From an optimization exercise on the open Yosys and OpenROAD flow, aimed at small area, a short achievable clock period and few clock cycles per item; shortcuts taken in it are not production practice. In this exercise RTL edits were held to simulation tests only and were not proved equivalent to the original. Power and IR drop assume default switching activity.

lane 1:
## rgbe2rgba
module rgbe2rgba (
    input  wire        clk,
    input  wire        rst,         
    input  wire        in_valid,
    output wire        in_ready,
    input  wire [31:0] in_rgbe,     
    input  wire        in_mode,     
    output wire        out_valid,
    input  wire        out_ready,
    output wire [31:0] out_r,
    output wire [31:0] out_g,
    output wire [31:0] out_b,
    output wire [31:0] out_a
);
    localparam [31:0] ONE = 32'h3F800000;
    wire [7:0] rot_r, rot_g, rot_b;
    wire       inc_r, inc_g, inc_b;
    wire [1:0] top_r, top_g, top_b;
    wire [7:0] ex_r, ex_g, ex_b;
    rgbe_channel u_r (.m(in_rgbe[7:0]),   .e(in_rgbe[31:24]), .mode(in_mode),
                      .rot(rot_r), .inc(inc_r), .top(top_r), .ex(ex_r));
    rgbe_channel u_g (.m(in_rgbe[15:8]),  .e(in_rgbe[31:24]), .mode(in_mode),
                      .rot(rot_g), .inc(inc_g), .top(top_g), .ex(ex_g));
    rgbe_channel u_b (.m(in_rgbe[23:16]), .e(in_rgbe[31:24]), .mode(in_mode),
                      .rot(rot_b), .inc(inc_b), .top(top_b), .ex(ex_b));
    reg        s1_valid;
    reg [18:0] s1_r, s1_g, s1_b;    
    wire s1_load = !s1_valid || out_ready;
    assign in_ready = s1_load;
    always @(posedge clk) begin
        if (rst) begin
            s1_valid <= 1'b0;
        end else if (s1_load) begin
            s1_valid <= in_valid;
        end
        if (s1_load) begin
            s1_r <= {ex_r, top_r, inc_r, rot_r};
            s1_g <= {ex_g, top_g, inc_g, rot_g};
  ...
==> flow/config.mk <==
export PLATFORM = sky130hd
export DESIGN_NAME = rgbe2rgba
export DESIGN_NICKNAME = rgbe2rgba
export VERILOG_FILES = /design/flow/design.v
export SDC_FILE = /design/flow/constraint.sdc
export NUM_CORES = 4
export LEC_CHECK = 0
export ABC_AREA = 1
export CAP_MARGIN = 20
export CORE_MARGIN = 2
export CORE_UTILIZATION = 60
export CTS_BUF_LIST = sky130_fd_sc_hd__clkbuf_4 sky130_fd_sc_hd__clkbuf_8
export SETUP_SLACK_MARGIN = 3.6
export SLEW_MARGIN = 20
==> flow/constraint.sdc <==
create_clock -name core_clock -period 7.0 [get_ports {clk}]
set_input_delay 1.4000 -clock core_clock [delete_from_list [all_inputs] [get_ports {clk}]]
set_output_delay 1.4000 -clock core_clock [all_outputs]
set_load 0.01 [all_outputs]
standard.sh (not shown) runs the stock make flow with config.mk's settings and CLKGATE_MAP_FILE= SYNTH_SCRIPT=/design/flow/synth_recipe.tcl, a recipe that flattens the netlist after the stock synthesis.
==> flow/flow/run.sh <==
#!/bin/bash
# The standard layout (the standard.sh: ORFS synthesis to finish), with
# one change: the port buffers that global placement inserts use the small
# sky130_fd_sc_hd__buf_1 instead of the cell the resizer picks by default.
# Timing repair still resizes any of them that a path needs.
set -euo pipefail
bash standard.sh "BUFFER_PORTS_ARGS=-buffer_cell sky130_fd_sc_hd__buf_1" finish > standard.log 2>&1
Testbench counts of lane 1, summed over its fixed seeds: cycles 32,008, items 32,000.
For lane 2, these inputs were changed with respect to lane 1:
==> flow/flow/run.sh <==
#!/bin/bash
# The standard layout with two changes:
#  1. after the standard synthesis, the combinational gates are re-mapped
#     for area by ABC's default script (flow/resynth.tcl); every register and
#     tie cell keeps its instance name and cell type;
#  2. the port buffers that global placement inserts use the small
#     sky130_fd_sc_hd__buf_1 instead of the cell the resizer picks by default.
# Timing repair, CTS, routing and the rest are ORFS's own (the standard.sh).
set -euo pipefail
here=$(pwd)
res=$here/orfs/results/$FLOW_PLATFORM/rgbe2rgba/base
bash standard.sh synth > standard_synth.log 2>&1
cp $res/1_2_yosys.v $here/std_1_2_yosys.v
RESYNTH_LIB=$FLOW_HOME/platforms/sky130hd/lib/sky130_fd_sc_hd__tt_025C_1v80.lib \
RESYNTH_IN=$here/std_1_2_yosys.v RESYNTH_OUT=$here/resynth.v \
  $FLOW_HOME/../tools/install/yosys/bin/yosys -c $here/flow/resynth.tcl > resynth.log 2>&1
if grep -E '^\s*(wire|input|output|reg)\b' resynth.v | sed 's/\[[0-9]*:[0-9]*\]//' | grep -q '[/:]'; then
  echo "resynth: bad net name" >&2; exit 1
fi
cp $here/resynth.v $res/1_2_yosys.v
rm -f $res/1_synth.odb $res/1_synth.sdc
bash standard.sh "BUFFER_PORTS_ARGS=-buffer_cell sky130_fd_sc_hd__buf_1" finish > standard.log 2>&1
==> flow/flow/resynth.tcl (new file) <==
# Re-map the combinational logic of the standard synthesis netlist for area.
# Every flip-flop and tie cell is kept as it is (same instance name and cell
# type); only the gates between them are re-mapped by ABC's default script.
yosys -import
set lib $::env(RESYNTH_LIB)
read_liberty -wb -ignore_miss_func $lib
blackbox =sky130_fd_sc_hd__edfxtp_1 =sky130_fd_sc_hd__dfxtp_1 =sky130_fd_sc_hd__conb_1
read_verilog $::env(RESYNTH_IN)
hierarchy -top $::env(FLOW_TOP)
flatten -wb
opt -purge
abc -liberty $lib -dont_use *lpflow* -dont_use *probe* -dont_use *clkdly* -dont_use *dlygate* -dont_use *dlymetal*
opt_clean -purge
setundef -zero
hilomap -singleton -hicell sky130_fd_sc_hd__conb_1 HI -locell sky130_fd_sc_hd__conb_1 LO
splitnets
opt_clean -purge
insbuf -buf sky130_fd_sc_hd__buf_4 A X
opt_clean -purge
stat -liberty $lib
write_verilog -noattr -noexpr -nohex -nodec $::env(RESYNTH_OUT)
diff --git a/flow/config.mk b/flow/config.mk
--- a/flow/config.mk
+++ b/flow/config.mk
@@ -10,5 +10,4 @@
 export CORE_MARGIN = 2
-export CORE_UTILIZATION = 60
-export CTS_BUF_LIST = sky130_fd_sc_hd__clkbuf_4 sky130_fd_sc_hd__clkbuf_8
-export SETUP_SLACK_MARGIN = 3.6
+export CORE_UTILIZATION = 40
+export SETUP_SLACK_MARGIN = 3.3
 export SLEW_MARGIN = 20
[summary]
The run with more setup slack is lane 1; lane 2 has less. Lane 2 against lane 1: total via count after detailed routing fell by 1,085, data-path buffer share of cell area in the final layout higher. Comparing largest stage delay on the critical path for lane 1 and lane 2, the smaller number came from lane 1. As of lane 2, multi-input combinational cell count had fallen by more than 10% compared to lane 1. Compare lane 1 and lane 2 | quantity of gates resized following cts lower: lane 1. Routed wire length: lane 2 vs lane 1 down 13%. The synthesized cell count in lane 2 is 0.71 times that in lane 1. When lane 2 is measured against lane 1, its clock-buffer cell count turns out 1 higher. Lane 2 vs lane 1 on clock network fraction of design power: lane 2 is the higher one. Timing startpoint of the critical path = in_rgbe[15]: lane 1; timing startpoint of the critical path = in_rgbe[29]: lane 2.

-- static timing again, ports no longer ideal --
Ports are ideal in the flow. The routed layouts listed here were re-timed in OpenROAD.
Step 1: set_driving_cell puts a clkbuf_16 on clk and a buf_2 on each other input, an assumption about the parent block.
Step 2 moves the port delays by t, midway between the first and last clock arrival at a register: inputs arrive t later, outputs are due t later. That takes back most of the time a late clock gives input paths.
Three values: no drivers, after step 1, after step 2; two values: the first two.
run	t, ns	setup WS [ns]	worst data-port slew with drivers (ns)	cell pins on the clock port's net
lane 1	0.382	3.491 / 3.476 / 3.094	0.06	1
lane 2	0.366	3.317 / 3.327 / 2.960	0.04	1
After both steps every run listed still meets setup and hold. The setup slack of lane 1, which loses most, moves by -0.015 ns with the drivers and by -0.397 ns with both steps.
